Context: an optimization exercise on an open-source flow, tuned for small area and a short achievable clock period. The choices shown serve that exercise and are no tape-out recipe. At most, simulation tests tie the RTL to the original design; equivalence was not proved. Function not checked in run 7: the RTL went through the layout flow alone. Power and IR drop assume default switching activity.

===== flow/config.mk =====
export PLATFORM = sky130hd
export DESIGN_NAME = pwm_sched
export DESIGN_NICKNAME = pwm_sched
export VERILOG_FILES = /design/flow/design.v
export SDC_FILE = /design/flow/constraint.sdc
export NUM_CORES = 8
export LEC_CHECK = 0
export CAP_MARGIN = 20
export CORE_MARGIN = 2
export CORE_UTILIZATION = 35
export CTS_BUF_LIST = sky130_fd_sc_hd__clkbuf_8
export CTS_CLUSTER_DIAMETER = 60
export CTS_CLUSTER_SIZE = 14
export PLACE_DENSITY = 0.5
export SLEW_MARGIN = 20

===== flow/constraint.sdc =====
create_clock -name core_clock -period 100.0 [get_ports {clk}]
set_input_delay 20.0000 -clock core_clock [delete_from_list [all_inputs] [get_ports {clk}]]
set_output_delay 20.0000 -clock core_clock [all_outputs]
set_load 0.01 [all_outputs]

===== flow/design.v =====
module pwm_sched (
    input  wire        clk,
    input  wire        rst,         
    input  wire        tick,        
    input  wire        fault,       
    input  wire        cmd_valid,
    input  wire [31:0] cmd,
    output reg         rsp_valid,
    output reg         rsp_err,
    output wire [31:0] rsp_data,
    output wire [17:0] pwm_out
);
    localparam integer NCH   = 18;
    localparam integer DSPLIT = 6;              
    localparam [19:0]  NUM   = 20'd1000000;     
    localparam [15:0]  HELD  = 16'hFFFF;
    reg        initialized, running, disable_req, lock, fault_flag;
    reg [15:0] period_ticks;
    reg [15:0] counter;
    reg [15:0] compare;
    reg [4:0]  cursor;
    reg [31:0] period_count;
    reg [17:0] out;
    reg [31:0] rsp_q;                           
    reg        pend;                            
    reg [4:0]  pch;                             
    reg        ipend;                           
    reg        rdp;                             
    reg [15-DSPLIT:0] dv_q;                     
    reg [17:0] dv_d3;                           
    reg [16*NCH-1:0] sh;                        
    reg [5*NCH-1:0]  sr;                        
    reg [16*NCH-1:0] ap;                        
    reg [5*NCH-1:0]  ar;                        
    reg              aclr;                      
    reg              cstale;                    
    assign pwm_out = out;
    integer i, k;
    function [31:0] inc_r;                      
        input [31:0] a;
        reg c; integer j;
        begin
            c = 1'b1;
            for (j = 0; j < 32; j = j + 1) begin
                inc_r[j] = a[j] ^ c;
                c = c & a[j];
            end
        end
    endfunction
    function [15:0] dec_r;                      
        input [15:0] a;
        reg b; integer j;
        begin
            b = 1'b1;
            for (j = 0; j < 16; j = j + 1) begin
                dec_r[j] = a[j] ^ b;
                b = b & ~a[j];
            end
        end
    endfunction
    function [15:0] sub5_r;                     
        input [15:0] a;
        reg b; integer j;
        begin
            b = 1'b0;
            for (j = 0; j < 16; j = j + 1) begin
                sub5_r[j] = a[j] ^ ((j == 0 || j == 2) ? 1'b1 : 1'b0) ^ b;
                b = (j == 0 || j == 2) ? (~a[j] | b) : (~a[j] & b);
            end
        end
    endfunction
    function lt_r;                              
        input [15:0] a;
        input [15:0] b;
        input tie;
        reg l; integer j;
        begin
            l = tie;
            for (j = 0; j < 16; j = j + 1)      
                l = (~a[j] & b[j]) | (~(a[j] ^ b[j]) & l);
            lt_r = l;
        end
    endfunction
    function [4:0] pop18;                       
        input [17:0] v;
        reg [1:0] a [0:8]; reg [2:0] b [0:4]; reg [3:0] c0, c1; integer j;
        begin
            for (j = 0; j < 9; j = j + 1) a[j] = {1'b0, v[2*j]} + {1'b0, v[2*j+1]};
            for (j = 0; j < 4; j = j + 1) b[j] = {1'b0, a[2*j]} + {1'b0, a[2*j+1]};
            b[4] = {1'b0, a[8]};
            c0 = {1'b0, b[0]} + {1'b0, b[1]};
            c1 = {1'b0, b[2]} + {1'b0, b[3]};
            pop18 = {1'b0, c0} + {1'b0, c1} + {2'b0, b[4]};
        end
    endfunction
    function [17:0] div_step;                   
        input [15:0] r;                         
        input integer s;                        
        input [15:0] d;
        input [17:0] d3;                        
        integer w;                              
        reg [17:0] x, m1, m2, m3, t1, t2, t3, msk;
        reg g1, g2, g3;
        begin
            w   = (22 - s < 18) ? 22 - s : 18;
            msk = (18'd1 << w) - 18'd1;
            x   = {r, NUM[s+1], NUM[s]} & msk;
            m1  = {2'b0, d} & msk;
            m2  = {1'b0, d, 1'b0} & msk;
            if (w < 18)
                m3 = (({2'b0, d} & msk) + ({1'b0, d, 1'b0} & msk)) & msk;
            else
                m3 = d3;
            g1 = ({2'b0, d} <= msk)      && (x >= m1);
            g2 = ({2'b0, d} <= msk / 2)  && (x >= m2);
            g3 = ({2'b0, d} <= msk / 3)  && (x >= m3);
            t1 = x - m1;
            t2 = x - m2;
            t3 = x - m3;
            if (g3)      div_step = {2'd3, t3[15:0]};
            else if (g2) div_step = {2'd2, t2[15:0]};
            else if (g1) div_step = {2'd1, t1[15:0]};
            else         div_step = {2'd0, x[15:0]};
            if (20 - s < 16)
                div_step[15:0] = div_step[15:0] & ((16'd1 << (20 - s)) - 16'd1);
        end
    endfunction
    function [31:0] div_head;                   
        input [15:0] d;
        input [17:0] d3;
        reg [15:0] r; reg [15:0] q; reg [17:0] st; integer s;
        begin
            r = {12'd0, NUM[19:16]}; q = 16'd0;
            for (s = 14; s >= DSPLIT; s = s - 2) begin
                st = div_step(r, s, d, d3);
                q[s+1 -: 2] = st[17:16];
                r = st[15:0];
            end
            div_head = {r, q};
        end
    endfunction
    function [15:0] div_tail;                   
        input [15:0] rin;
        input [15:0] d;
        input [17:0] d3;
        reg [15:0] r; reg [15:0] q; reg [17:0] st; integer s;
        begin
            r = rin; q = 16'd0;
            for (s = DSPLIT - 2; s >= 0; s = s - 2) begin
                st = div_step(r, s, d, d3);
                q[s+1 -: 2] = st[17:16];
                r = st[15:0];
            end
            div_tail = q;
        end
    endfunction
    wire [17:0] hz3   = {2'b0, cmd[15:0]} + {1'b0, cmd[15:0], 1'b0};
    wire [31:0] dh    = div_head(cmd[15:0], hz3);
    wire [15:0] dt    = div_tail(rsp_q[31:16], rsp_q[15:0], dv_d3);
    wire [15:0] p_new = {dv_q, dt[DSPLIT-1:0]};
    wire [15:0] p_eff = ipend ? p_new : period_ticks;    
    assign rsp_data = ipend ? {16'd0, p_new} : rdp ? rd_data : rsp_q;
    wire [15:0] pv = rsp_q[15:0];
    reg  [4:0]  ro;                             
    reg  [NCH-1:0] lt;                          
    reg  [5*NCH-1:0] sr_eff;
    reg  [4:0]  nlo;
    reg  [NCH-1:0] lo;
    reg  [4:0]  rk;
    reg         up, dn, c1, c0;
    always @* begin
        ro = 5'd0;
        for (k = 0; k < NCH; k = k + 1)
            if (pch == k[4:0]) ro = sr[5*k +: 5];
        for (k = 0; k < NCH; k = k + 1) begin
            lt[k] = lt_r(pv, sh[16*k +: 16], pch < k[4:0]);
            lo[k] = (pch != k[4:0]) && !lt[k];
        end
        nlo = pop18(lo);
        for (k = 0; k < NCH; k = k + 1) begin
            rk  = sr[5*k +: 5];
            up  = lt[k] & ~(ro < rk);
            dn  = ~lt[k] & (ro < rk);
            c1  = 1'b1;
            c0  = 1'b1;
            for (i = 0; i < 5; i = i + 1) begin
                sr_eff[5*k+i] = rk[i] ^ ((up & c1) | (dn & c0));
                c1 = c1 & rk[i];
                c0 = c0 & ~rk[i];
            end
            if (!pend)
                sr_eff[5*k +: 5] = rk;
            else if (pch == k[4:0])
                sr_eff[5*k +: 5] = nlo;
        end
    end
    wire [15:0] counter_inc = inc_r({16'd0, counter});
    wire        wrap     = (counter_inc == period_ticks);   
    wire        run1     = running & ~fault;
    wire        tk       = tick & run1;
    wire        ps       = tk & wrap;                   
    wire        ps_dis   = ps & disable_req;
    wire        ld       = ps & ~disable_req & ~lock;   
    reg  [NCH-1:0] eqm;
    reg  [4:0]  neq;
    reg  [4:0]  cur2;
    reg  [4:0]  rq;
    reg  [15:0] pr_ap, pr;
    reg  [NCH-1:0] selc;
    reg         match;
    reg  [15:0] target;
    reg  [15:0] cmp_w;
    always @* begin
        target = wrap ? 16'd0 : counter_inc;
        for (k = 0; k < NCH; k = k + 1) begin
            selc[k] = (ar[5*k +: 5] == cursor);
            if (!wrap)
                eqm[k] = !aclr && (ap[16*k +: 16] == counter_inc);
            else if (lock)
                eqm[k] = !aclr && (ap[16*k +: 16] == 16'd0);
            else
                eqm[k] = (sh[16*k +: 16] == 16'd0);
        end
        if (wrap)
            match = |eqm;
        else if (cstale)
            match = (cursor < 5'd18) && (|(eqm & selc));
        else
            match = (cursor < 5'd18) && (counter_inc == compare);
        neq  = pop18(eqm);
        cur2 = (wrap ? 5'd0 : cursor) + neq;
        rq   = (match && (tk || !cstale)) ? cur2 : cstale ? cursor : 5'd0;
        pr_ap = 16'd0;
        for (k = 0; k < NCH; k = k + 1)
            if (ar[5*k +: 5] == rq) pr_ap = pr_ap | ap[16*k +: 16];
        pr = aclr ? HELD : pr_ap;
        cmp_w = (rq < 5'd18) ? pr : target;
    end
    reg        n_running, n_disable_req, n_fault;
    reg [15:0] n_counter, n_compare;
    reg [4:0]  n_cursor;
    reg [31:0] n_period_count;
    reg [17:0] n_out;
    always @* begin
        n_fault        = fault_flag | fault;
        n_running      = run1;
        n_disable_req  = disable_req & ~fault;
        n_counter      = counter;
        n_compare      = cstale ? cmp_w : compare;
        n_cursor       = fault ? 5'd18 : cursor;
        n_period_count = period_count;
        n_out          = fault ? 18'd0 : out;
        if (tk) begin
            n_counter = wrap ? 16'd0 : counter_inc;
            if (ps_dis) begin
                n_running     = 1'b0;
                n_disable_req = 1'b0;
                n_cursor      = 5'd18;
            end else begin
                if (wrap) begin
                    n_out          = {NCH{1'b1}};
                    n_period_count = inc_r(period_count);
                    n_cursor       = 5'd0;
                end
                if (match) begin
                    n_out    = n_out & ~eqm;
                    n_cursor = cur2;
                end
                if (wrap && !lock)
                    n_compare = (rq < 5'd18) ? compare : 16'd0;
                else if (wrap || match)
                    n_compare = cmp_w;
            end
        end
    end
    wire [3:0]  op  = cmd[31:28];
    wire [4:0]  wch = cmd[20:16];
    wire [15:0] w   = cmd[15:0];
    wire [7:0]  rn  = cmd[23:16];
    wire [15:0] wv  = (w == HELD) ? HELD : (w[15:3] != 13'd0 || w[2:0] > 3'd5) ? sub5_r(w) : 16'd0;
    wire c_nop   = cmd_valid && op == 4'h0;
    wire c_init  = cmd_valid && op == 4'h1;
    wire c_en    = cmd_valid && op == 4'h2;
    wire c_dis   = cmd_valid && op == 4'h3;
    wire c_lock  = cmd_valid && op == 4'h4;
    wire c_width = cmd_valid && op == 4'h5;
    wire c_read  = cmd_valid && op == 4'hC;
    wire init_ok  = c_init && cmd[27:16] == 12'd0 && !n_running && !n_fault && cmd[15:4] != 12'd0;
    wire en_ok    = c_en && cmd[27:0] == 28'd0 && !n_fault && initialized;
    wire dis_ok   = c_dis && cmd[27:0] == 28'd0;
    wire lock_ok  = c_lock && cmd[27:1] == 27'd0;
    wire width_ok = c_width && cmd[27:21] == 7'd0 && wch < 5'd18;
    wire rn_ok    = rn <= 8'h06 || (rn >= 8'h10 && rn <= 8'h21) || (rn >= 8'h30 && rn <= 8'h41);
    wire rd_ok    = c_read && cmd[27:24] == 4'd0 && cmd[15:0] == 16'd0 && rn_ok;
    wire [7:0] qn = rsp_q[7:0];
    reg [31:0] rd_data;
    reg [20:0] rd_pa;                           
    reg [4:0]  kq;
    always @* begin
        kq = (qn == 8'h03) ? cursor : qn[4:0] + 5'd16;
        rd_pa = 21'd0;
        for (k = 0; k < NCH; k = k + 1)
            if (ar[5*k +: 5] == kq)
                rd_pa = rd_pa | {k[4:0], ap[16*k +: 16]};
    end
    always @* begin
        rd_data = 32'd0;
        if (qn == 8'h00)
            rd_data = {27'd0, fault_flag, lock, disable_req, running, initialized};
        else if (qn == 8'h01)
            rd_data = {16'd0, period_ticks};
        else if (qn == 8'h02)
            rd_data = {16'd0, counter};
        else if (qn == 8'h03)
            rd_data = {16'd0, cstale ? rd_pa[15:0] : compare};
        else if (qn == 8'h04)
            rd_data = {27'd0, cursor};
        else if (qn == 8'h05)
            rd_data = {14'd0, out};
        else if (qn == 8'h06)
            rd_data = period_count;
        else if (qn < 8'h30) begin
            for (k = 0; k < NCH; k = k + 1)
                if (qn[4:0] == k[4:0] + 5'd16) rd_data[15:0] = sh[16*k +: 16];
        end else if (aclr) begin
            rd_data[20:0] = {qn[4:0] + 5'd16, HELD};
        end else begin
            rd_data[20:0] = rd_pa;
        end
    end
    wire cmd_ok = init_ok | en_ok | dis_ok | lock_ok | width_ok | rd_ok |
                  (c_nop && cmd[27:0] == 28'd0);
    wire clr = rst | init_ok;                   
    wire [15:0] sh_d = wv | {16{clr}};          
    always @(posedge clk) begin
        if (rst) begin
            initialized  <= 1'b0;
            running      <= 1'b0;
            disable_req  <= 1'b0;
            lock         <= 1'b0;
            fault_flag   <= 1'b0;
            period_ticks <= 16'd0;
            counter      <= 16'd0;
            compare      <= 16'd0;
            cursor       <= 5'd18;
            period_count <= 32'd0;
            out          <= 18'd0;
            rsp_valid    <= 1'b0;
            rsp_err      <= 1'b0;
            pend         <= 1'b0;
            ipend        <= 1'b0;
            rdp          <= 1'b0;
            aclr         <= 1'b1;
            cstale       <= 1'b0;
        end else begin
            fault_flag   <= n_fault;
            period_ticks <= p_eff;
            period_count <= n_period_count;
            out          <= n_out;
            rsp_valid    <= cmd_valid;
            rsp_err      <= cmd_valid & ~cmd_ok;
            pend         <= width_ok;
            ipend        <= init_ok;
            rdp          <= rd_ok;
            aclr         <= init_ok | (aclr & ~ld);
            cstale       <= ld & (rq < 5'd18);
            initialized <= initialized | init_ok;
            lock        <= init_ok ? 1'b0 : lock_ok ? cmd[0] : lock;
            if (init_ok)
                disable_req <= 1'b0;
            else if (en_ok)
                disable_req <= 1'b0;
            else if (dis_ok && n_running)
                disable_req <= 1'b1;
            else
                disable_req <= n_disable_req;
            running <= n_running | (en_ok & ~n_running);
            if (init_ok) begin
                counter <= 16'd0;
                compare <= 16'd0;
                cursor  <= 5'd18;
                period_count <= 32'd0;
            end else if (en_ok && !n_running) begin
                counter <= dec_r(p_eff);
                compare <= n_compare;
                cursor  <= 5'd18;
            end else begin
                counter <= n_counter;
                compare <= n_compare;
                cursor  <= n_cursor;
            end
        end
    end
    always @(posedge clk) begin
        pch   <= wch;
        dv_q  <= dh[15:DSPLIT];
        dv_d3 <= hz3;
        if (init_ok)
            rsp_q <= {dh[31:16], cmd[15:0]};
        else if (width_ok)
            rsp_q <= {16'd0, wv};
        else if (rd_ok)
            rsp_q <= {24'd0, rn};
        else
            rsp_q <= 32'd0;
    end
    genvar g;
    generate
        for (g = 0; g < NCH; g = g + 1) begin : gch
            always @(posedge clk) begin
                if (clr || (width_ok && wch == g))
                    sh[16*g +: 16] <= sh_d;
                if (clr)
                    sr[5*g +: 5]   <= g;
                else
                    sr[5*g +: 5]   <= sr_eff[5*g +: 5];
                if (ld) begin
                    ap[16*g +: 16] <= sh[16*g +: 16];
                    ar[5*g +: 5]   <= sr_eff[5*g +: 5];
                end
            end
        end
    endgenerate
endmodule

===== flow/flow/run.sh =====
#!/bin/bash
# Own layout flow: the standard layout (standard.sh) with the synthesis
# step of flow/synth.tcl (ABC script below, adders left to ABC), and the
# port buffers made of buf_4 cells. Each tool's output is in orfs/logs;
# make's own output goes to flow_make.log in the work folder.
set -euo pipefail
W=$(cd "$(dirname "$0")/.." && pwd)
D=6000
printf 'strash\ndch\nmap -D %s\nstrash\ndch\nmap -D %s\ntopo\nstime -c\nbuffer -c\nupsize -c -D %s\ndnsize -c -D %s\nstime -c\n' $D $D $D $D > "$W/abc.script"
export MY_ABC_SCRIPT="$W/abc.script"
export MY_ABC_D=$D
bash "$W/standard.sh" SYNTH_SCRIPT="$W/flow/synth.tcl" ADDER_MAP_FILE= \
  BUFFER_PORTS_ARGS="-buffer_cell sky130_fd_sc_hd__buf_4" finish > "$W/flow_make.log" 2>&1

===== flow/flow/synth.tcl =====
proc synth {args} { yosys synth -nofsm -noshare {*}$args }
proc abc {args} {
  set rest {}
  set i 0
  while {$i < [llength $args]} {
    set a [lindex $args $i]
    if {$a eq "-script" || $a eq "-D"} { incr i 2; continue }
    lappend rest $a
    incr i
  }
  yosys abc -script $::env(MY_ABC_SCRIPT) -D $::env(MY_ABC_D) {*}$rest
}
source $::env(SCRIPTS_DIR)/synth.tcl
# left out here: clear keep_hierarchy, flatten, clean up, hide names made inside functions, write 1_2_yosys.v

===== flow/standard.sh =====
#!/bin/bash
# synth_recipe.tcl (not shown) runs the flow's synth.tcl, then flattens the netlist and writes it again
# the make line also repeats each setting of config.mk as NAME=value (left out here)
make -C /OpenROAD-flow-scripts/flow DESIGN_CONFIG=/design/flow/config.mk WORK_HOME=/design/flow/orfs CLKGATE_MAP_FILE= SYNTH_SCRIPT=/design/flow/synth_recipe.tcl "${@:-finish}"

==> results_dict.tcl, run 1 <==
set metrics [dict create \
    outcome "complete, no violations" \
    ys_types 107 \
    final_net_count 9461 \
    clkTransAtPathRegs_ps 100 \
    synthTopCellsByArea "edfxtp_1 29%, dfxtp_1 7.7%, nand2_1 7.1%, nor2_1 6.5%, inv_1 6.2%" \
    max_freq_mhz 32.18 \
    clkSinkCount 934 \
    dp_cells 11952 \
    synth_compound_area_frac 0.2410 \
    dp_slack_ps 69790 \
    startpoint_type "flip-flop" \
    cp.required_ps 80000 \
    rsz0062_at_grt "false" \
    synthDominantCellAreaShare 0.2881 \
    tns_ps 0 \
    grt_pass1_wl_um 644300 \
    finalSetupViolCount 0 \
    htree_levels 3 \
    synthFlopType "edfxtp_1" \
    detail-route-antenna-nets 0 \
    yosys.area.top_type "edfxtp_1" \
    max_slew.worst_pin.slew_ps 1380 \
    via_per_inst 6.694 \
    tritoncts "built" \
    grt_pass1_vias 71170 \
    max_stage_delay_ps 760 \
    arrival_ps 11080 \
    antenna_found_initial 50 \
    routabilityCongestion 1.135 \
    hold_viol 0 \
    drive_above_1_share 0.09233 \
    path_class "reg2out" \
    yosys.area_share.simple 0.2349 \
    synthMuxAreaShare 0.0001442 \
    async_flop_share 0 \
    stdcell_count 12182 \
    slew_violations 0 \
    dp_hpwl_um 388700 \
    leakage_uw 0.03012 \
    core_area_sq_mm 0.1972 \
    io_pins 89 \
    cts_root_buf "clkbuf_8" \
    worst_ir_drop_vdd_mv 0.01169 \
    synth_fp_nets 9386 \
    syn_area_per_cell_sq_um 7.424 \
    fp.dieW_um 449.3 \
    end_kind "output pin" \
    reg2regPathDepth 48 \
    io_buffers 88 \
    wl_um 491400 \
    nFillCells 20643 \
    grt_overflow 0 \
    slowest_stage "a21boi_2" \
    powerDensity_mw_per_mm2 11.30 \
    fin_crit_sh 0.3108 \
    synth_area_sq_mm 0.06941 \
    vias 81549 \
    grt.total_usage 0.4665 \
    die_h_um 449.3 \
    p_sw_frac 0.3273 \
    rows 163 \
    die_area_sq_mm 0.2019 \
    clock_power_share 0.354 \
    clock_skew_ps 104.0 \
    crit_fanout 18 \
    slew_headroom 0.07983 \
    synthTopCellsByCount "1306 x nand2_1, 1209 x nor2_1, 1148 x inv_1" \
    yosysMostFrequentCell "nand2_1" \
    fin_ws_ps 68920 \
    drt_iter0_drc 14897 \
    cts.hold.buffers_added 0 \
    seq_area_frac_synth 0.3654 \
    fin_crit_ps 31080 \
    cts_resized 0 \
    hold_depth 0 \
    synth_top_family_by_area "compound AO/OA/AOI/OAI gates" \
    postCtsSetupBuffers 0 \
    dr.pass1.iters 10 \
    comb_power_share 0.119 \
    critPathMostFrequentCell "nand2_1" \
    seqPwrFrac 0.526 \
    regArea_sq_mm 0.02537 \
    start_util 0.3519 \
    synth_xor_area_frac 0.06749 \
    numCtsBuffers 106 \
    p_switching_uw 283.9 \
    synthAdderAreaFrac 0.0007211 \
    areaGrowthSynthToFinish_pct 10.61 \
    grt_max_degree 156 \
    clk_path_buf_depth 3 \
    hp-class "reg2reg" \
    synth_edf_count 666 \
    wire_per_inst_um 40.34 \
    yosysWarnings 5 \
    p_int_uw 583.4 \
    clock_latency_ps 1000 \
    maxCapViolations 0 \
    multiInputGateArea_sq_mm 0.03831 \
    ys_ff_latch 934 \
    netlist_instances 9349 \
    drc_errors 0 \
]
worst max-delay path, delay by kind of cell (launching register included):
kind	cells	cell delay (ps)
XOR/XNOR	1	220
AND/OR/NAND/NOR	26	3740
flip-flops	1	360
buffers and inverters	3	1200
AO/OA/AOI/OAI	21	4620
per-stage QoR:
step | instance area, sq um | util | power (uW) | hold slack, ps
finish | 76770 | 0.3893 | 867.3 | 458.3
global route | 76700 | 0.3889 | 884.9 | 483.7
CTS | 76580 | 0.3883 | 858.2 | 456.6
detailed placement | 74200 | 0.3762 | 559.3 | 432.5
global placement | 74120 | 0.3758 | 559.8 | 430.8
floorplan | 69410 | - | 505.2 | 426.4
power by group through the flow:
stage               Clock, uW  Sequential (uW)  Combinational [uW]
floorplan                   0              445                60.2
global placement            0              461                98.4
detailed placement          0              461                98.3
CTS                       307              452                98.7
global route              321              454                 109
finish                    307              457                 104
final timing paths:
check / end / slack (ps) / startpoint
hold reg to reg: ap[186] / 460 / sh[186]
setup / recovery: rsp_data[0] / 68920 / rsp_q[1]
setup reg to reg: compare[15] / 86580 / counter[0]
hold / removal: ap[186] / 460 / sh[186]
logic make-up (layout without fill, tap and decap cells):
group,Yosys count,after routing
buffers and inverters,1613,1773
flip-flops,934,934
other,0,33
AO/OA/AOI/OAI,2596,2596
multiplexers,1,1
AND/OR/NAND/NOR,3672,3672
adder cells (fa/ha/maj),5,5
XOR/XNOR,528,528
placed cells by master (no fill, tap or decap), types with 15 or more instances in the layout:
master     instances
nand2_1         1306
nor2_1          1193
inv_1           1162
edfxtp_1         666
a21oi_1          573
o21ai_0          569
xor2_1           420
o22ai_1          364
buf_4            353
nand3_1          296
dfxtp_1          266
nand4_1          227
nor3_1           219
nor4_1           166
a22oi_1          165
a221oi_1         150
o221ai_1         134
o211ai_1         118
clkbuf_8         108
xnor2_1           99
a31oi_1           77
o21ai_1           69
or2_2             62
a211oi_1          44
o2111ai_1         40
inv_2             38
clkinv_1          37
nand2_2           36
diode_2           33
nor2_2            33
a2111oi_0         31
o21a_1            30
o21ai_2           22
a21oi_2           22
nand3b_1          18
nor3b_1           17
inv_6             15
registers in the layout, indices dropped and copies added, names as in the netlist, 5 cells and up:
signal	count
ap	288
ar	90
compare	16
counter	16
cursor	5
dv_d3	18
dv_q	10
out	18
pch	5
period_count	32
period_ticks	16
rsp_q	30
sh	288
sr	90
cell type report:
cell class / count / area share
tap: 2640 / 0.04303
clock inverter: 85 / 0.01164
inverter: 1222 / 0.05989
sequential: 934 / 0.3305
multi-input combinational: 6802 / 0.4990
timing repair buffer: 358 / 0.03555
clock buffer: 108 / 0.01936
antenna: 33 / 0.001076
routing by layer:
layer | wire [um] | up-vias | track usage | part of all wire
met3 | 81830 | 1288 | 0.2365 | 0.17
met1 | 197400 | 39755 | 0.6287 | 0.40
met5 | 638 | - | 0.004735 | 0.0013
met4 | 30990 | 38 | 0.2420 | 0.063
met2 | 180500 | 7040 | 0.5950 | 0.37
li1 | - | 33428 | - | -
==> inputs of run 2 (changes only) <==
--- a/flow/flow/run.sh
+++ b/flow/flow/run.sh
@@ -5,7 +5,7 @@
 # make's own output goes to flow_make.log in the work folder.
 set -euo pipefail
 W=$(cd "$(dirname "$0")/.." && pwd)
-D=6000
+D=7000
 printf 'strash\ndch\nmap -D %s\nstrash\ndch\nmap -D %s\ntopo\nstime -c\nbuffer -c\nupsize -c -D %s\ndnsize -c -D %s\nstime -c\n' $D $D $D $D > "$W/abc.script"
 export MY_ABC_SCRIPT="$W/abc.script"
 export MY_ABC_D=$D
==> run 2 against run 1 <==
Largest power group unchanged. Clock power rose by 6%. Total power is 0.62% higher. Register-to-register slack got worse by 460 ps. Cell count shrank 5.3%. Critical path depth increased by 2. Design area decreased by 2.7%. Non-clock buffer count rose by 4. Setup slack worse by 430 ps. Largest cell class unchanged. Still clean on timing, DRC and antenna. Clock-buffer cell count rose by 8. Critical endpoint unchanged.
==> results_dict.tcl, run 2 <==
set metrics [dict create \
    outcome "complete, no violations" \
    fin_crit_sh 0.3151 \
    stdcell_count 11531 \
    worst_ir_drop_vdd_mv 0.01163 \
    ys_types 112 \
    reg_top3 "ap (288), sh (288)" \
    wl_um 464000 \
    numCtsBuffers 108 \
    io_buffers 88 \
    areaGrowthSynthToFinish_pct 9.868 \
    grt_max_degree 141 \
    async_flop_share 0 \
    grt_overflow 0 \
    start_util 0.3526 \
    core_area_sq_mm 0.1928 \
    hold_viol 0 \
    drt_iter0_drc 13289 \
    clock_latency_ps 1020 \
    maxCapViolations 0 \
    end_kind "output pin" \
    drive_above_1_share 0.1055 \
    max_stage_delay_ps 850 \
    max_slew.worst_pin.slew_ps 1300 \
    max_freq_mhz 31.74 \
    fp.dieW_um 444.7 \
    grt.total_usage 0.4528 \
    synth_edf_count 666 \
    arrival_ps 11510 \
    whs_ps 469.1 \
    cts_resized 0 \
    slew_headroom 0.1106 \
    slowest_stage "nor2_1" \
    leakage_uw 0.02908 \
    final_common_cell "inv_1" \
    seq_area_frac_synth 0.3731 \
    grt_pass1_vias 68085 \
    tns_ps 0 \
    postCtsSetupBuffers 0 \
    powerDensity_mw_per_mm2 11.68 \
    htree_levels 3 \
    wire_per_inst_um 40.24 \
    syn_area_per_cell_sq_um 7.723 \
    final_cell_mix "1146 x inv_1, 1086 x nor2_1, 1030 x nand2_1" \
    startpoint_type "flip-flop" \
    die_area_sq_mm 0.1978 \
    final_net_count 8928 \
    tritoncts "built" \
    crit_fanout 22 \
    fin_crit_ps 31510 \
    synthTopCellsByArea "edfxtp_1 29%, dfxtp_1 7.9%, inv_1 6.2%, nor2_1 6.1%, nand2_1 5.7%" \
    netlist_instances 8802 \
    slew_violations 0 \
    yosysMostFrequentCell "inv_1" \
    cp.required_ps 80000 \
    clkSinkCount 934 \
    detail-route-antenna-nets 0 \
    synthFlopType "edfxtp_1" \
    finalSetupViolCount 0 \
    die_h_um 444.7 \
    cts_root_buf "clkbuf_8" \
    dp_slack_ps 69330 \
    synth_fp_nets 8839 \
    fin_ws_ps 68490 \
    yosys.area.top_type "edfxtp_1" \
    clk_path_buf_depth 3 \
    hp-class "reg2reg" \
    rsz0062_at_grt "false" \
    critPathMostFrequentCell "nor2_1" \
    synthDominantCellAreaShare 0.2942 \
    cts.hold.buffers_added 0 \
    vias 76113 \
    yosysWarnings 5 \
    grt_pass1_wl_um 613100 \
    io_pins 89 \
    dp_hpwl_um 371100 \
    ys_ff_latch 934 \
    drc_errors 0 \
    antenna_found_initial 36 \
    rows 161 \
    via_per_inst 6.601 \
    final_util 0.3874 \
    routabilityCongestion 1.118 \
    dr.pass1.iters 8 \
    synthTopCellsByCount "1129 x inv_1, 1103 x nor2_1, 1031 x nand2_1" \
    path_class "reg2out" \
    clkTransAtPathRegs_ps 100 \
    synth_area_sq_mm 0.06798 \
    clock_skew_ps 121.5 \
    dp_cells 11304 \
]
run 2: cell count changes in the layout (fill, tap and decap cells not counted), moves of 27 or more:
cell | before | now
o221ai_1 | 134 | 98
a21oi_1 | 573 | 531
nand4_1 | 227 | 147
nand3_1 | 296 | 225
nand2_1 | 1306 | 1030
nor2_1 | 1193 | 1086
a221oi_1 | 150 | 219
nor3_1 | 219 | 192
o22ai_1 | 364 | 407
run 2: path summary, 6_finish.rpt:
path               from           to  slack (ps)  cells after the start
max            rsp_q[3]  rsp_data[0]       68490                     53
min             sh[153]      ap[153]         470                      0
max reg2reg  counter[0]  compare[10]       86120                     56
min reg2reg     sh[153]      ap[153]         470                      0
run 2: cell type report:
class                   instances  area, sq um
clock inverters                86        985.9
repair buffers                362         2725
flip-flops and latches        934        25370
well taps                    2526         3161
multi-input cells            6285        36280
diodes                         22        55.05
clock buffers                 116         1597
inverters                    1200         4517
fillers                     20069       118100
run 2: metrics by stage:
stage | instance area, sq um | power (uW)
detailed placement | 72010 | 549.3
floorplan | 67980 | 502.5
global route | 74640 | 892.2
global placement | 71990 | 550.2
finish | 74690 | 872.6
CTS | 74590 | 868.0
run 2: kinds of logic (layout without fill, tap and decap cells):
group                      count (synthesis)  in the layout  synth area share
AOI/OAI and AO/OA                       2643           2643            0.2537
xor gates and xnor gates                 544            544           0.07097
adders and majority gates                  6              6         0.0008835
buffers and inverters                   1583           1764           0.09888
DFF                                      934            934            0.3731
muxes                                      2              2         0.0002945
other                                      0             22                 0
and+or+nand+nor                         3090           3090            0.2021
run 2: worst max-delay path: cells and delay by family (launching register included):
kind,cells,cell delay [ps]
simple gates,29,5780
buf+inv,7,1780
flops,1,300
compound gates,17,2660
run 2: power by group:
part           internal, uW  switching (uW)  leakage, uW
clock network           145             181      0.00134
registers               427            24.1      0.00843
logic                  25.9            68.7       0.0193
run 2: layer usage:
layer  up-vias  track usage  routed length [um]
met2      6088       0.6178              180200
li1      31625            -                   -
met1     37273       0.6144              188800
met3      1111       0.1802               67130
met4        16       0.2196               27730
met5         -            0                 143
==> inputs of run 3 (changes only) <==
--- a/flow/config.mk
+++ b/flow/config.mk
@@ -10,6 +10,6 @@
 export CORE_UTILIZATION = 35
 export CTS_BUF_LIST = sky130_fd_sc_hd__clkbuf_8
 export CTS_CLUSTER_DIAMETER = 60
-export CTS_CLUSTER_SIZE = 14
+export CTS_CLUSTER_SIZE = 12
 export PLACE_DENSITY = 0.5
 export SLEW_MARGIN = 20
==> run 3 against run 2 <==
Still clean. Fmax up 0.12%. Cell count about the same. Synthesized cell count stayed put. Via count up 0.22%. First-iteration DRC count grew 4.8%. Design area barely moved. Clock power down 1%. Critical path type unchanged. Largest power group unchanged. Highest routed layer unchanged.
==> results_dict.tcl, run 3 <==
set metrics [dict create \
    outcome "complete, no violations" \
    netlist_instances 8802 \
    clock_power_share 0.371 \
    fp.dieW_um 444.7 \
    drive_above_1_share 0.1043 \
    finalSetupViolCount 0 \
    grt.met3_usage 0.1724 \
    synth_area_sq_mm 0.06798 \
    synth_fp_nets 8839 \
    slowest_stage "nor2_1" \
    slew_violations 0 \
    powerDensity_mw_per_mm2 11.64 \
    use_met2 0.6248 \
    fin_area_sq_mm 0.07463 \
    synthDominantCellAreaShare 0.2942 \
    clkSinkCount 934 \
    p_sw_frac 0.3117 \
    core_area_sq_mm 0.1928 \
    maxCapViolations 0 \
    die_area_sq_mm 0.1978 \
    cp_num_buf_inv 7 \
    dr.pass1.iters 6 \
    synth_edf_count 666 \
    hold_viol 0 \
    antenna_found_initial 43 \
    worst_ir_drop_vdd_mv 0.01214 \
    areaGrowthSynthToFinish_pct 9.779 \
    cts.hold.buffers_added 0 \
    startpoint_type "flip-flop" \
    tns_ps 0 \
    synthTopCellsByCount "1129 x inv_1, 1103 x nor2_1, 1031 x nand2_1" \
    vias 76284 \
    grt_overflow 0 \
    detail-route-antenna-nets 0 \
    final_common_cell "inv_1" \
    ys_types 112 \
    dp_cells 11304 \
    leakage_uw 0.02912 \
    drc_errors 0 \
    via_per_inst 6.617 \
    top_usage_layer "met2" \
    cp.required_ps 80000 \
    cts_resized 0 \
    io_buffers 88 \
    grt_pass1_wl_um 613500 \
    slew_headroom 0.04050 \
    p_int_uw 597.9 \
    clock_latency_ps 1010 \
    placed_area_sq_mm 0.07201 \
    postCtsSetupBuffers 0 \
    grt_max_degree 141 \
    clk_path_buf_depth 3 \
    drt_iter0_drc 13929 \
    clock_skew_ps 103.0 \
    cts_root_buf "clkbuf_8" \
    yosys.area.top_type "edfxtp_1" \
    die_h_um 444.7 \
    routabilityCongestion 1.118 \
    fin_crit_ps 31470 \
    crit_fanout 22 \
    hp-class "reg2reg" \
    yosysMostFrequentCell "inv_1" \
    final_cell_mix "1158 x inv_1, 1086 x nor2_1, 1030 x nand2_1" \
    reg_top3 "ap (288), sh (288)" \
    start_util 0.3526 \
    grt_pass1_vias 68179 \
    max_slew.worst_pin.slew_ps 1439 \
    yosysWarnings 5 \
    stdcell_count 11529 \
    synthFlopType "edfxtp_1" \
    max_stage_delay_ps 810 \
    grt_use_met1 0.6205 \
    wire_per_inst_um 40.25 \
    arrival_ps 11470 \
    whs_ps 462.4 \
    final_net_count 8931 \
    rsz0062_at_grt "false" \
    dp_hpwl_um 371100 \
    critPathMostFrequentCell "nor2_1" \
    fin_crit_sh 0.3147 \
    clkTransAtPathRegs_ps 90 \
    htree_levels 3 \
    syn_area_per_cell_sq_um 7.723 \
    io_pins 89 \
    path_class "reg2out" \
    tritoncts "built" \
    comb_power_share 0.109 \
    synthTopCellsByArea "edfxtp_1 29%, dfxtp_1 7.9%, inv_1 6.2%, nor2_1 6.1%, nand2_1 5.7%" \
    numCtsBuffers 112 \
    wl_um 464100 \
    max_freq_mhz 31.78 \
    grt.total_usage 0.4529 \
    seq_area_frac_synth 0.3731 \
    rows 161 \
    crit_family "simple AND/OR/NAND/NOR gates" \
    seqPwrFrac 0.520 \
    ys_ff_latch 934 \
    end_kind "output pin" \
    final_util 0.3871 \
    async_flop_share 0 \
    p_switching_uw 270.8 \
]
## run 3: cell type report
cell class | instances | area, sq um
diodes | 18 | 45.04
multi-input cells | 6285 | 36290
fillers | 20089 | 118200
inverters | 1200 | 4517
clock inverters | 91 | 958.4
clock buffers | 114 | 1569
well taps | 2526 | 3161
flip-flops and latches | 934 | 25370
repair buffers | 361 | 2720
## run 3: kinds of logic (layout without fill, tap and decap cells)
| logic type | count (synthesis) | count (layout) | synth area share |
|---|---|---|---|
| multiplexers | 2 | 2 | 0.0002945 |
| flip-flops | 934 | 934 | 0.3731 |
| AO/OA/AOI/OAI | 2643 | 2643 | 0.2537 |
| buffers and inverters | 1583 | 1766 | 0.09888 |
| XOR/XNOR | 544 | 544 | 0.07097 |
| AND/OR/NAND/NOR | 3090 | 3090 | 0.2021 |
| other | 0 | 18 | 0 |
| adder cells (fa/ha/maj) | 6 | 6 | 0.0008835 |
## run 3: stage by stage
stage                     power, uW  setup WS [ps]
after CTS                     864.3          69010
after global routing          887.9          68200
after detailed placement      549.3          69330
final                         868.7          68530
after floorplan               502.5          60540
after global placement        550.2          69230
## run 3: path summary, 6_finish.rpt
| kind | start | endpoint | slack (ps) | cells past startpoint |
|---|---|---|---|---|
| worst min-delay path | sh[207] | ap[207] | 460 | 0 |
| worst min register to register | sh[207] | ap[207] | 460 | 0 |
| worst max-delay path | rsp_q[3] | rsp_data[0] | 68530 | 53 |
| worst max register to register | counter[0] | compare[7] | 85990 | 55 |
## run 3: power groups by stage
stage | combinational [uW] | clock [uW] | sequential [uW]
CTS | 91.8 | 324 | 449
floorplan | 57.5 | 0 | 445
global placement | 92.0 | 0 | 458
detailed placement | 91.4 | 0 | 458
finish | 94.9 | 322 | 452
global route | 101 | 336 | 451
## run 3: metal layers
layer | up-vias | routed length (um)
met1 | 37527 | 189300
met2 | 6056 | 181900
li1 | 31596 | -
met5 | - | 136
met3 | 1085 | 66910
met4 | 20 | 25740
==> inputs of run 4 (changes only) <==
==> flow/flow/run.sh (replaced) <==
#!/bin/bash
# Own layout flow: the standard layout (standard.sh) with the synthesis
# step of flow/synth.tcl (ABC script below (no buffering pass), adders left to ABC), and the
# port buffers made of buf_4 cells. Each tool's output is in orfs/logs;
# make's own output goes to flow_make.log in the work folder.
set -euo pipefail
W=$(cd "$(dirname "$0")/.." && pwd)
D=6000
printf 'strash\ndch\nmap -D %s\nstrash\ndch\nmap -D %s\ntopo\nstime -c\nupsize -c -D %s\ndnsize -c -D %s\nstime -c\n' $D $D $D $D > "$W/abc.script"
export MY_ABC_SCRIPT="$W/abc.script"
export MY_ABC_D=$D
bash "$W/standard.sh" SYNTH_SCRIPT="$W/flow/synth.tcl" ADDER_MAP_FILE= \
  BUFFER_PORTS_ARGS="-buffer_cell sky130_fd_sc_hd__buf_4" finish > "$W/flow_make.log" 2>&1
==> run 4 against run 3 <==
Hold slack worse by 3.2 ps. Combinational power is 9% higher. Die area hardly changed. Register-to-register slack worse by 120 ps. Still clean on timing, DRC and antenna. Global-route usage is 3.1 points higher. Highest routed layer unchanged. Fmax is 0.35% higher. Synthesized area hardly changed. Sequential power is 0.9% higher.
==> results_dict.tcl, run 4 <==
set metrics [dict create \
    p_total_uw 872.1 \
    use_met2 0.6702 \
    crit_fanout 20 \
    yosysMostFrequentCell "nand2_1" \
    grt_use_met1 0.5874 \
    postCtsSetupBuffers 0 \
    syn_area_per_cell_sq_um 7.581 \
    max_slew.worst_pin.slew_ps 1413 \
    cts.hold.buffers_added 0 \
    async_flop_share 0 \
    fin_crit_ps 31360 \
    grt_pass1_wl_um 650900 \
    ys_ff_latch 934 \
    clkSinkCount 934 \
    clock_skew_ps 111.4 \
    cts_resized 0 \
    rows 161 \
    clock_latency_ps 990 \
    netlist_instances 8958 \
    hp-start "period_count[31]" \
    finalSetupViolCount 0 \
    dr.pass1.iters 6 \
    slew_violations 0 \
    worst_ir_drop_vdd_mv 0.01045 \
    drive_above_1_share 0.09109 \
    vias 81072 \
    synthTopCellsByCount "1315 x nand2_1, 1203 x nor2_1, 1174 x clkinv_1" \
    routabilityCongestion 1.161 \
    critPathMostFrequentCell "nand2_1" \
    maxCapViolations 0 \
    synthMuxAreaShare 0.0001474 \
    die_area_sq_mm 0.1976 \
    grt.met3_usage 0.2061 \
    r2r-start "counter[0]" \
    cp.required_ps 80000 \
    io_pins 89 \
    final_util 0.3986 \
    detail-route-antenna-nets 0 \
    clk_path_buf_depth 3 \
    fin_ws_ps 68640 \
    grt.total_usage 0.4842 \
    leakage_uw 0.02675 \
    startpoint "rsp_q[1]" \
    grt_pass1_vias 71802 \
    holdPathEnd "period_count[31]" \
    final_common_cell "nand2_1" \
    synthDominantCellAreaShare 0.2945 \
    reg_top3 "ap (288), sh (288)" \
    dp_hpwl_um 395200 \
    htree_levels 3 \
    top_usage_layer "met2" \
    drc_errors 0 \
    seq_area_frac_synth 0.3735 \
    grt_overflow 0 \
    hold_depth 2 \
    powerDensity_mw_per_mm2 11.36 \
    antenna_found_initial 50 \
    startpoint_type "flip-flop" \
    end_kind "output pin" \
    synthFlopType "edfxtp_1" \
    synth_xor_area_frac 0.06936 \
    hp-class "reg2reg" \
    areaGrowthSynthToFinish_pct 13.04 \
    synth_edf_count 666 \
    max_freq_mhz 31.89 \
    io_buffers 88 \
    final_net_count 9478 \
    final_cell_mix "1314 x nand2_1, 1193 x nor2_1, 1173 x clkinv_1" \
    drt_iter0_drc 13970 \
    fin_area_sq_mm 0.07677 \
    slowest_stage "o21ai_2" \
    arrival_ps 11360 \
    placed_area_sq_mm 0.07412 \
    synth_area_sq_mm 0.06791 \
    synth_top_family_by_area "compound AO/OA/AOI/OAI gates" \
    synth_compound_area_frac 0.2456 \
    synth_fp_nets 8995 \
    grt_max_degree 76 \
    fp.dieW_um 444.5 \
    dp_slack_ps 69120 \
    hold_viol 0 \
    outcome "complete, no violations" \
    synthAdderAreaFrac 0.0007369 \
    cts_root_buf "clkbuf_8" \
    tns_ps 0 \
    via_per_inst 6.702 \
    wl_um 495000 \
    path_class "reg2out" \
    yosys.area_share.simple 0.2426 \
    reg2reg_to "compare[9]" \
    wire_per_inst_um 40.92 \
    die_h_um 444.5 \
    rrSetupSlack_ps 85870 \
    max_stage_delay_ps 760 \
    tritoncts "built" \
    rsz0062_at_grt "false" \
    synthTopCellsByArea "edfxtp_1 29%, dfxtp_1 7.9%, nand2_1 7.3%, nor2_1 6.6%, clkinv_1 6.5%" \
    yosys.area.top_type "edfxtp_1" \
    ys_types 105 \
    clkTransAtPathRegs_ps 90 \
    core_area_sq_mm 0.1926 \
    start_util 0.3527 \
    slew_headroom 0.04950 \
    numCtsBuffers 112 \
    yosysWarnings 5 \
    reg2regPathDepth 55 \
    fin_crit_sh 0.3136 \
]
## run 4: metal layers
layer  share of wire  up-vias
li1                -    33683
met1            0.37    39000
met2            0.39     6662
met3            0.14     1691
met4           0.098       36
met5         0.00050        -
## run 4: how the worst max path moves through the flow
| stage | endpoint | slack, ps | cells past startpoint |
|---|---|---|---|
| floorplan | compare[0] | 57090 | 8 |
| global placement | rsp_q[24] | 69150 | 57 |
| detailed placement | rsp_q[24] | 69120 | 57 |
| CTS | rsp_data[0] | 68810 | 52 |
| global route | rsp_data[0] | 67870 | 52 |
| finish | rsp_data[0] | 68640 | 52 |
## run 4: cell families (layout without fill, tap and decap cells)
group	after synthesis	count (layout)
flops	934	934
simple gates	3672	3672
fa+ha+maj	5	5
xor+xnor	528	528
compound gates	2596	2596
other cells	0	31
mux	1	1
buf+inv	1222	1804
## run 4: final cells by class
cell class                 count  area (sq um)
sequential                   934         25370
multi-input combinational   6802         38290
timing repair buffer         369          2788
fill                       20095        115800
clock inverter                96         852.1
tap                         2526          3161
clock buffer                 117          1610
antenna                       31         77.57
inverter                    1222          4621
## run 4: stage by stage
step	hold slack [ps]	instances
finish	459.2	12097
global route	483.9	12077
CTS	457.7	12060
detailed placement	447.8	11847
global placement	444.8	11846
floorplan	431.7	8958
## run 4: worst max-delay path, delay by kind of cell, from the launching register on
family	cells	cell delay (ps)
compound gates	21	5440
buf+inv	3	900
flops	1	310
simple gates	27	3530
xor+xnor	1	210
## run 4: power by group
group / switching (uW) / total (uW) / internal [uW] / leakage [uW]
Sequential: 28.5 / 456 / 428 / 0.00843
Clock: 173 / 313 / 140 / 0.00137
Combinational: 76.2 / 103 / 27.1 / 0.0169
Total: 277 / 872 / 595 / 0.0267
==> inputs of run 5 (changes only) <==
--- a/flow/flow/run.sh
+++ b/flow/flow/run.sh
@@ -5,7 +5,7 @@
 # make's own output goes to flow_make.log in the work folder.
 set -euo pipefail
 W=$(cd "$(dirname "$0")/.." && pwd)
-D=6000
+D=7000
 printf 'strash\ndch\nmap -D %s\nstrash\ndch\nmap -D %s\ntopo\nstime -c\nupsize -c -D %s\ndnsize -c -D %s\nstime -c\n' $D $D $D $D > "$W/abc.script"
 export MY_ABC_SCRIPT="$W/abc.script"
 export MY_ABC_D=$D
==> run 5 against run 4 <==
Core utilization grew 0.098 points. Via count is 5.1% lower. Clock-buffer cell count grew 1. Highest routed layer unchanged.
==> results_dict.tcl, run 5 <==
set metrics [dict create \
    rrSetupSlack_ps 85640 \
    yosys.area.top_type "edfxtp_1" \
    core_area_sq_mm 0.1882 \
    synth_area_sq_mm 0.06650 \
    placed_area_sq_mm 0.07255 \
    nFillCells 19572 \
    final_util 0.3996 \
    finalSetupViolCount 0 \
    hp-class "reg2reg" \
    die_area_sq_mm 0.1935 \
    io_buffers 88 \
    synthDominantCellAreaShare 0.3008 \
    cts_resized 0 \
    tritoncts "built" \
    dr.pass1.iters 10 \
    cp.required_ps 80000 \
    max_slew.worst_pin.slew_ps 1356 \
    dp_hpwl_um 373100 \
    crit_fanout 17 \
    rsz0062_at_grt "false" \
    fin_area_sq_mm 0.07521 \
    tns_ps 0 \
    hp-start "sh[178]" \
    clk_path_buf_depth 3 \
    final_common_cell "clkinv_1" \
    via_per_inst 6.694 \
    die_h_um 439.9 \
    leakage_uw 0.02592 \
    grt_max_degree 162 \
    wl_um 476500 \
    regArea_sq_mm 0.02537 \
    r2r-start "counter[0]" \
    detail-route-antenna-nets 0 \
    synthFlopType "edfxtp_1" \
    drive_above_1_share 0.1171 \
    drt_iter0_drc 13201 \
    powerDensity_mw_per_mm2 11.54 \
    postCtsSetupBuffers 0 \
    worst_ir_drop_vdd_mv 0.01267 \
    drc_errors 0 \
    slew_headroom 0.08387 \
    grt_pass1_vias 68542 \
    areaGrowthSynthToFinish_pct 13.10 \
    clock_skew_ps 104.9 \
    max_stage_delay_ps 690 \
    netlist_instances 8419 \
    wire_per_inst_um 41.44 \
    grt.total_usage 0.4773 \
    synthTopCellsByArea "edfxtp_1 30%, dfxtp_1 8.1%, clkinv_1 6.3%, nor2_1 6.2%, nand2_1 5.5%" \
    htree_levels 3 \
    synth_fp_nets 8456 \
    max_freq_mhz 32.11 \
    fin_crit_sh 0.3115 \
    routabilityCongestion 1.126 \
    reg2reg_to "compare[7]" \
    startpoint_type "flip-flop" \
    grt_overflow 0 \
    dp_slack_ps 69670 \
    reg_top3 "ap (288), sh (288)" \
    synthTopCellsByCount "1113 x clkinv_1, 1098 x nor2_1, 980 x nand2_1" \
    syn_area_per_cell_sq_um 7.899 \
    path_class "reg2out" \
    hold_depth 0 \
    yosysWarnings 5 \
    clkSinkCount 934 \
    arrival_ps 11150 \
    hold_viol 0 \
    slowest_stage "nor2_2" \
    holdPathEnd "ap[178]" \
    slew_violations 0 \
    fp.dieW_um 439.9 \
    numCtsBuffers 112 \
    maxCapViolations 0 \
    p_total_uw 868.2 \
    clock_latency_ps 1000 \
    async_flop_share 0 \
    final_cell_mix "1113 x clkinv_1, 1091 x nor2_1, 972 x nand2_1" \
    start_util 0.3533 \
    ys_types 113 \
    critPathMostFrequentCell "nand2_1" \
    fin_crit_ps 31150 \
    io_pins 89 \
    final_net_count 8917 \
    end_kind "output pin" \
    grt_pass1_wl_um 624500 \
    synth_edf_count 666 \
    seq_area_frac_synth 0.3814 \
    vias 76964 \
    reg2regPathDepth 54 \
    rows 159 \
    cts.hold.buffers_added 0 \
    multiInputGateArea_sq_mm 0.03695 \
    yosysMostFrequentCell "clkinv_1" \
    ys_ff_latch 934 \
    fin_ws_ps 68850 \
    clkTransAtPathRegs_ps 90 \
    antenna_found_initial 48 \
    outcome "complete, no violations" \
    cts_root_buf "clkbuf_8" \
]
==> run 5: changes by cell type in the layout (fill, tap and decap cells not counted), sizes merged, moves of 40 or more <==
cell	previous run	this run
a221oi	152	219
nand4	233	150
nor2	1234	1151
inv	112	154
nand3	308	239
clkinv	1184	1127
o22ai	371	411
nand2	1342	1066
==> run 5: worst max path at each step <==
stage               from     endpoint  slack, ps  depth (start not counted)
4_1_cts        rsp_q[16]  rsp_data[1]      69020                         57
3_5_place_dp      cmd[5]    rsp_q[26]      69670                         60
3_3_place_gp      cmd[5]    rsp_q[26]      69660                         59
5_1_grt        rsp_q[16]  rsp_data[1]      67980                         59
6_report       rsp_q[16]  rsp_data[1]      68850                         57
2_1_floorplan      fault  compare[14]      58260                         10
==> run 5: per-layer routing <==
layer | share of wire | track usage
met1 | 0.38 | 0.6084
met2 | 0.38 | 0.6389
met3 | 0.15 | 0.2271
met4 | 0.077 | 0.2972
met5 | 0.0012 | 0.01315
==> run 5: cells by family after synthesis <==
family                   count (synthesis)  synth area share
AND/OR/NAND/NOR                       3090            0.2142
AO/OA/AOI/OAI                         2643            0.2601
buffers and inverters                 1200           0.06941
flip-flops                             934            0.3814
XOR/XNOR                               544           0.07357
adder cells (fa/ha/maj)                  6         0.0009220
multiplexers                             2         0.0003011
==> run 5: final cells by class <==
class,count,share of cell area
multi-input combinational,6285,0.4914
tap,2495,0.04151
sequential,934,0.3373
clock inverter,93,0.01100
timing repair buffer,347,0.03500
antenna,25,0.0008318
clock buffer,118,0.02159
inverter,1200,0.06137
==> run 5: power breakdown <==
group          total [uW]  internal [uW]  switching, uW  leakage (uW)
sequential            453            428           25.2       0.00843
combinational        99.5           26.8           72.7        0.0161
clock                 316            137            178       0.00140
total                 868            592            276        0.0259
==> run 5: critical path: cells and delay by family, from the launching register on <==
kind                   cells  cell delay (ps)
DFF                        1              630
AOI/OAI and AO/OA         28             4710
and+or+nand+nor           26             4170
buffers and inverters      3              610
==> run 5: metrics by stage <==
| step | cells | hold slack, ps |
|---|---|---|
| 6_report | 11497 | 461.5 |
| 5_1_grt | 11475 | 474.6 |
| 4_1_cts | 11465 | 459.5 |
| 3_5_place_dp | 11254 | 448.0 |
| 3_3_place_gp | 11251 | 438.4 |
| 2_1_floorplan | 8419 | 431.0 |
==> inputs of run 6 (changes only) <==
--- a/flow/config.mk
+++ b/flow/config.mk
@@ -7,9 +7,9 @@
 export LEC_CHECK = 0
 export CAP_MARGIN = 20
 export CORE_MARGIN = 2
-export CORE_UTILIZATION = 35
+export CORE_UTILIZATION = 40
 export CTS_BUF_LIST = sky130_fd_sc_hd__clkbuf_8
 export CTS_CLUSTER_DIAMETER = 60
 export CTS_CLUSTER_SIZE = 12
-export PLACE_DENSITY = 0.5
+export PLACE_DENSITY = 0.55
 export SLEW_MARGIN = 20
==> run 6 against run 5 <==
Still clean on timing, DRC and antenna. First-iteration DRC count up 8.9%. Cell count fell by 2.5%. Non-clock buffer count is 7 higher. Via count is 1.5% higher. Sequential power barely moved. Die area down 12%. Sequential share of layout area up 0.20 points. Largest power group unchanged. Highest routed layer unchanged.
==> results_dict.tcl, run 6 <==
set metrics [dict create \
    synthTopCellsByCount "1113 x clkinv_1, 1098 x nor2_1, 980 x nand2_1" \
    io_pins 89 \
    async_flop_share 0 \
    cp.required_ps 80000 \
    finalSetupViolCount 0 \
    hp-class "reg2reg" \
    htree_levels 3 \
    synth_fp_nets 8456 \
    nFillCells 16489 \
    synthFlopType "edfxtp_1" \
    clkTransAtPathRegs_ps 90 \
    rrSetupSlack_ps 87240 \
    vias 78139 \
    reg2reg_to "compare[0]" \
    whs_ps 465.6 \
    slowest_stage "nor3_4" \
    p_sw_frac 0.3168 \
    cp_num_buf_inv 9 \
    clkSinkCount 934 \
    final_net_count 8925 \
    max_slew.worst_pin.slew_ps 1410 \
    comb_power_share 0.114 \
    yosys.area.top_type "edfxtp_1" \
    ys_ff_latch 934 \
    max_stage_delay_ps 850 \
    fin_crit_ps 30960 \
    detail-route-antenna-nets 0 \
    slew_violations 0 \
    yosysWarnings 5 \
    postCtsSetupBuffers 0 \
    reg_top3 "ap (288), sh (288)" \
    antenna_found_initial 59 \
    p_int_uw 589.9 \
    areaGrowthSynthToFinish_pct 12.44 \
    outcome "complete, no violations" \
    drt_iter0_drc 14378 \
    rsz0062_at_grt "false" \
    worst_ir_drop_vdd_mv 0.01146 \
    grt_pass1_wl_um 602100 \
    drc_errors 0 \
    r2r-start "counter[0]" \
    tritoncts "built" \
    core_area_sq_mm 0.1650 \
    max_freq_mhz 32.30 \
    numCtsBuffers 113 \
    clock_latency_ps 1010 \
    wire_per_inst_um 40.76 \
    fin_crit_sh 0.3096 \
    syn_area_per_cell_sq_um 7.899 \
    seqPwrFrac 0.525 \
    synthTopCellsByArea "edfxtp_1 30%, dfxtp_1 8.1%, clkinv_1 6.3%, nor2_1 6.2%, nand2_1 5.5%" \
    cts.hold.buffers_added 0 \
    netlist_instances 8419 \
    yosysMostFrequentCell "clkinv_1" \
    cts_root_buf "clkbuf_8" \
    crit_cells 27 \
    powerDensity_mw_per_mm2 11.55 \
    seq_area_frac_synth 0.3814 \
    hold_viol 0 \
    grt_overflow 0 \
    tns_ps 0 \
    crit_fanout 23 \
    hold_depth 0 \
    synthDominantCellAreaShare 0.3008 \
    clk_path_buf_depth 3 \
    drive_above_1_share 0.1158 \
    cts_resized 0 \
    wl_um 457000 \
    dr.pass1.iters 13 \
    hp-start "sh[200]" \
    crit_family "compound AO/OA/AOI/OAI gates" \
    critPathMostFrequentCell "clkinv_1" \
    ys_types 113 \
    final_cell_mix "1113 x clkinv_1, 1089 x nor2_1, 976 x nand2_1" \
    synth_area_sq_mm 0.06650 \
    rows 149 \
    grt_pass1_vias 69210 \
    start_util 0.4030 \
    fp.dieW_um 411.7 \
    reg2regPathDepth 53 \
    die_h_um 411.7 \
    grt.total_usage 0.5218 \
    final_common_cell "clkinv_1" \
    grt_max_degree 80 \
    end_kind "output pin" \
    startpoint_type "flip-flop" \
    routabilityCongestion 1.150 \
    die_area_sq_mm 0.1695 \
    via_per_inst 6.969 \
    arrival_ps 10960 \
    maxCapViolations 0 \
    synth_edf_count 666 \
    io_buffers 88 \
    holdPathEnd "ap[200]" \
    path_class "reg2out" \
    clock_skew_ps 97.81 \
    leakage_uw 0.02592 \
    p_switching_uw 273.5 \
    clock_power_share 0.361 \
    dp_hpwl_um 357300 \
    slew_headroom 0.06024 \
]
## run 6: cells by family (layout without fill, tap and decap cells)
family          after synthesis  count (layout)  share of synthesized area
fa+ha+maj                     6               6                  0.0009220
mux                           2               2                  0.0003011
other cells                   0              36                          0
xor+xnor                    544             544                    0.07357
flops                       934             934                     0.3814
compound gates             2643            2643                     0.2601
simple gates               3090            3090                     0.2142
buf+inv                    1200            1768                    0.06941
## run 6: worst reg2reg max path, delay by kind of cell (launching register included)
kind / cells / cell delay (ps)
buffers and inverters: 9 / 2470
DFF: 1 / 310
and+or+nand+nor: 26 / 4710
xor gates and xnor gates: 7 / 1840
AOI/OAI and AO/OA: 11 / 3320
## run 6: metrics by stage
step	cells	area, sq um	setup slack, ps	utilization	total power (uW)
6_report	11212	74770	69040	0.4532	863.4
5_1_grt	11179	74690	68580	0.4527	876.4
4_1_cts	11168	74530	69510	0.4517	852.6
3_5_place_dp	10954	72080	69610	0.4369	552.4
3_3_place_gp	10953	72060	69600	0.4368	552.6
2_1_floorplan	8419	66500	58260	-	502.7
## run 6: power by group through the flow
stage	Combinational, uW	Clock, uW	Sequential [uW]
global route	103	322	452
finish	98.6	312	453
floorplan	57.1	0	446
detailed placement	93.8	0	459
global placement	94.2	0	458
CTS	94.2	309	450
## run 6: worst max-delay path by stage
stage               slack (ps)      endpoint      start
detailed placement       69610     rsp_q[26]     cmd[5]
CTS                      69510   rsp_data[1]  rsp_q[16]
global route             68580   rsp_data[1]  rsp_q[16]
global placement         69600     rsp_q[26]     cmd[5]
floorplan                58260   compare[14]      fault
finish                   69040  rsp_data[14]   rsp_q[7]
## run 6: area by class of cell
type                       instances  area, sq um  area share
multi-input combinational       6285        36810      0.4923
sequential                       934        25370      0.3393
inverter                        1200         4616     0.06173
tap                             2189         2739     0.03663
timing repair buffer             354         2700     0.03611
clock buffer                     120         1652     0.02209
clock inverter                    94        792.0     0.01059
antenna                           36        90.09    0.001205
## run 6: layer usage
layer  global-route usage  up-vias  share of wire  wire, um
met1               0.6038    37285           0.35    158800
li1                     -    31808              -         -
met2               0.7288     6911           0.40    180600
met3               0.2651     2081           0.16     72050
met4               0.3957       54          0.098     44980
met5             0.004240        -         0.0013       587
==> inputs of run 7 (changes only) <==
--- a/flow/design.v
+++ b/flow/design.v
@@ -69,6 +69,29 @@
             end
         end
     endfunction
+    function [17:0] add_r;                      
+        input [17:0] a;
+        input [17:0] b;
+        reg c; integer j;
+        begin
+            c = 1'b0;
+            for (j = 0; j < 18; j = j + 1) begin
+                add_r[j] = a[j] ^ b[j] ^ c;
+                c = (a[j] & b[j]) | (c & (a[j] ^ b[j]));
+            end
+        end
+    endfunction
+    function lt5_r;                             
+        input [4:0] a;
+        input [4:0] b;
+        reg l; integer j;
+        begin
+            l = 1'b0;
+            for (j = 0; j < 5; j = j + 1)
+                l = (~a[j] & b[j]) | (~(a[j] ^ b[j]) & l);
+            lt5_r = l;
+        end
+    endfunction
     function lt_r;                              
         input [15:0] a;
         input [15:0] b;
@@ -154,7 +177,7 @@
             div_tail = q;
         end
     endfunction
-    wire [17:0] hz3   = {2'b0, cmd[15:0]} + {1'b0, cmd[15:0], 1'b0};
+    wire [17:0] hz3   = add_r({2'b0, cmd[15:0]}, {1'b0, cmd[15:0], 1'b0});
     wire [31:0] dh    = div_head(cmd[15:0], hz3);
     wire [15:0] dt    = div_tail(rsp_q[31:16], rsp_q[15:0], dv_d3);
     wire [15:0] p_new = {dv_q, dt[DSPLIT-1:0]};
@@ -179,8 +202,8 @@
         nlo = pop18(lo);
         for (k = 0; k < NCH; k = k + 1) begin
             rk  = sr[5*k +: 5];
-            up  = lt[k] & ~(ro < rk);
-            dn  = ~lt[k] & (ro < rk);
+            up  = lt[k] & ~lt5_r(ro, rk);
+            dn  = ~lt[k] & lt5_r(ro, rk);
             c1  = 1'b1;
             c0  = 1'b1;
             for (i = 0; i < 5; i = i + 1) begin
==> flow/flow/run.sh (replaced) <==
#!/bin/bash
# Own layout flow: the standard layout (standard.sh) with the synthesis
# step of flow/synth.tcl (ABC script below, adders left to ABC), and the
# port buffers made of buf_4 cells. Each tool's output is in orfs/logs;
# make's own output goes to flow_make.log in the work folder.
set -euo pipefail
W=$(cd "$(dirname "$0")/.." && pwd)
D=7000
printf 'strash\ndch\nmap -D %s\nstrash\ndch\nmap -D %s\ntopo\nstime -c\nbuffer -c\nupsize -c -D %s\ndnsize -c -D %s\nstime -c\n' $D $D $D $D > "$W/abc.script"
export MY_ABC_SCRIPT="$W/abc.script"
export MY_ABC_D=$D
bash "$W/standard.sh" SYNTH_SCRIPT="$W/flow/synth.tcl" ADDER_MAP_FILE= \
  BUFFER_PORTS_ARGS="-buffer_cell sky130_fd_sc_hd__buf_4" finish > "$W/flow_make.log" 2>&1
--- a/flow/config.mk
+++ b/flow/config.mk
@@ -7,9 +7,9 @@
 export LEC_CHECK = 0
 export CAP_MARGIN = 20
 export CORE_MARGIN = 2
-export CORE_UTILIZATION = 40
+export CORE_UTILIZATION = 35
 export CTS_BUF_LIST = sky130_fd_sc_hd__clkbuf_8
 export CTS_CLUSTER_DIAMETER = 60
 export CTS_CLUSTER_SIZE = 12
-export PLACE_DENSITY = 0.55
+export PLACE_DENSITY = 0.5
 export SLEW_MARGIN = 20
==> run 7 against run 6 <==
Sequential share of layout area shrank 0.17 points. Synthesized area grew 2.0%. Register-to-register slack lost 2000 ps. Flip-flop and latch count is the same. Routed wire length grew 7.9%. Core utilization shrank 6.3 points. Setup slack lost 750 ps. Design area grew 0.51%. Die area grew 16%. Combinational power shrank 7.1%. Via count grew 1.8%. Largest power group unchanged. Highest routed layer unchanged.
==> results_dict.tcl, run 7 <==
set metrics [dict create \
    yosysMostFrequentCell "nor2_1" \
    clk_path_buf_depth 3 \
    final_cell_mix "1216 x nor2_1, 1206 x inv_1, 1013 x nand2_1" \
    rows 161 \
    crit_family "compound AO/OA/AOI/OAI gates" \
    slowest_stage "dfxtp_1" \
    clock_latency_ps 1020 \
    areaGrowthSynthToFinish_pct 10.85 \
    slew_headroom 0.08520 \
    drive_above_1_share 0.1007 \
    stdcell_count 11761 \
    synth_fp_nets 9012 \
    seq_area_frac_synth 0.3741 \
    grt_max_degree 151 \
    final_util 0.3903 \
    nFillCells 20027 \
    powerDensity_mw_per_mm2 11.39 \
    clock_power_share 0.362 \
    yosysWarnings 5 \
    p_switching_uw 274.7 \
    worst_ir_drop_vdd_mv 0.01284 \
    routabilityCongestion 1.104 \
    end_kind "output pin" \
    comb_power_share 0.107 \
    grt.total_usage 0.4808 \
    tns_ps 0 \
    vias 79518 \
    outcome "complete, no violations" \
    detail-route-antenna-nets 0 \
    p_sw_frac 0.3209 \
    io_buffers 88 \
    synthTopCellsByCount "1228 x nor2_1, 1167 x inv_1, 1014 x nand2_1" \
    antenna_found_initial 69 \
    clock_skew_ps 98.00 \
    path_class "reg2out" \
    clkTransAtPathRegs_ps 90 \
    p_int_uw 581.3 \
    netlist_instances 8975 \
    cp.required_ps 80000 \
    finalSetupViolCount 0 \
    max_freq_mhz 31.54 \
    max_stage_delay_ps 1080 \
    max_slew.worst_pin.slew_ps 1363 \
    placed_area_sq_mm 0.07262 \
    synthFlopType "edfxtp_1" \
    ys_ff_latch 934 \
    core_area_sq_mm 0.1926 \
    dr.pass1.iters 9 \
    fin_ws_ps 68300 \
    yosys.area.top_type "edfxtp_1" \
    cts_resized 0 \
    reg_top3 "ap (288), sh (288)" \
    wl_um 493300 \
    synthTopCellsByArea "edfxtp_1 29%, dfxtp_1 7.9%, nor2_1 6.8%, inv_1 6.5%, nand2_1 5.6%" \
    synthDominantCellAreaShare 0.2950 \
    wire_per_inst_um 41.94 \
    tritoncts "built" \
    grt_pass1_wl_um 641700 \
    grt_pass1_vias 69051 \
    dp_hpwl_um 390000 \
    synth_edf_count 666 \
    postCtsSetupBuffers 0 \
    fin_area_sq_mm 0.07515 \
    maxCapViolations 0 \
    seqPwrFrac 0.531 \
    startpoint_type "flip-flop" \
    final_net_count 9145 \
    dp_cells 11515 \
    die_h_um 444.1 \
    fin_crit_ps 31700 \
    final_common_cell "nor2_1" \
    slew_violations 0 \
    clkSinkCount 934 \
    start_util 0.3521 \
    cts_root_buf "clkbuf_8" \
    synth_area_sq_mm 0.06780 \
    grt_overflow 0 \
    hold_viol 0 \
    leakage_uw 0.02954 \
    via_per_inst 6.761 \
    fp.dieW_um 444.1 \
    numCtsBuffers 116 \
    critPathMostFrequentCell "nand2_1" \
    crit_fanout 30 \
    drt_iter0_drc 16160 \
    io_pins 89 \
    syn_area_per_cell_sq_um 7.554 \
    fin_crit_sh 0.3170 \
    hp-class "reg2reg" \
    async_flop_share 0 \
    drc_errors 0 \
    die_area_sq_mm 0.1972 \
    rsz0062_at_grt "false" \
    arrival_ps 11700 \
    cp_num_buf_inv 9 \
    dp_slack_ps 69140 \
    ys_types 108 \
    htree_levels 3 \
    cts.hold.buffers_added 0 \
]
run 7: cell type report:
cell class                 instances  area, sq um  area share
timing repair buffer             403         3059     0.04071
sequential                       934        25370      0.3376
clock inverter                    94        760.7     0.01012
clock buffer                     120         1652     0.02198
inverter                        1247         4695     0.06246
multi-input combinational       6406        36380      0.4841
tap                             2526         3161     0.04205
antenna                           31        77.57    0.001032
run 7: path summary, 6_finish.rpt:
check                                 startpoint          endpoint  slack (ps)  depth (start not counted)
worst min-delay path            period_count[31]  period_count[31]         450                          1
worst max-delay path                    rsp_q[0]       rsp_data[1]       68300                         56
worst max register to register        counter[0]        compare[1]       85250                         58
worst min register to register  period_count[31]  period_count[31]         450                          1
run 7: routing by layer:
layer	wire, um	part of all wire	vias up	GRT usage
met1	197800	0.40	38700	0.6538
met5	454	0.00092	-	0.006349
met3	81600	0.17	1325	0.2298
li1	-	-	32314	-
met4	29550	0.060	48	0.2350
met2	183900	0.37	7131	0.6242
run 7: cells by family after synthesis:
logic type               Yosys count  share of synthesized area
AND/OR/NAND/NOR                 3255                     0.2131
AO/OA/AOI/OAI                   2650                     0.2539
buffers and inverters           1635                    0.09366
flip-flops                       934                     0.3741
XOR/XNOR                         496                    0.06430
adder cells (fa/ha/maj)            4                  0.0005906
multiplexers                       1                  0.0003322
run 7: stage by stage:
stage	total power (uW)	hold slack (ps)
after floorplan	498.0	414.2
after CTS	847.7	449.2
after global placement	548.0	431.9
after detailed placement	547.4	439.4
after global routing	872.0	482.9
final	856.0	449.7
run 7: power groups by stage:
stage / clock network (uW) / registers [uW] / logic (uW)
after detailed placement: 0 / 460 / 87.6
after floorplan: 0 / 445 / 53.0
after global placement: 0 / 460 / 88.2
final: 310 / 455 / 91.6
after global routing: 323 / 453 / 96.0
after CTS: 309 / 451 / 88.0

## static timing again, ports no longer ideal
In the flow no input, the clock included, has a driving cell. The finished layouts below were timed again as built, in two steps.
Step 1, drivers: a clkbuf_16 drives clk and a buf_2 each remaining input, both assumed.
Step 2, shift: input delay + t, output delay - t, t = (earliest + latest rising clock arrival at the registers) / 2. This alone moves slack from input paths to output paths.
Three values: ideal ports, drivers, drivers and shift; two values: the first two.
run	t, ns	setup slack, ns
run 1	1.040	68.922 / 68.825 / 69.374
run 2	1.053	68.494 / 68.401 / 69.036
run 3	1.041	68.533 / 68.442 / 69.038
run 4	1.026	68.643 / 68.549 / 68.860
run 5	1.034	68.853 / 68.768 / 69.548
run 6	1.056	69.045 / 68.953 / 69.431
run 7	1.053	68.296 / 68.207 / 68.886
After both steps every run listed still meets setup and hold.
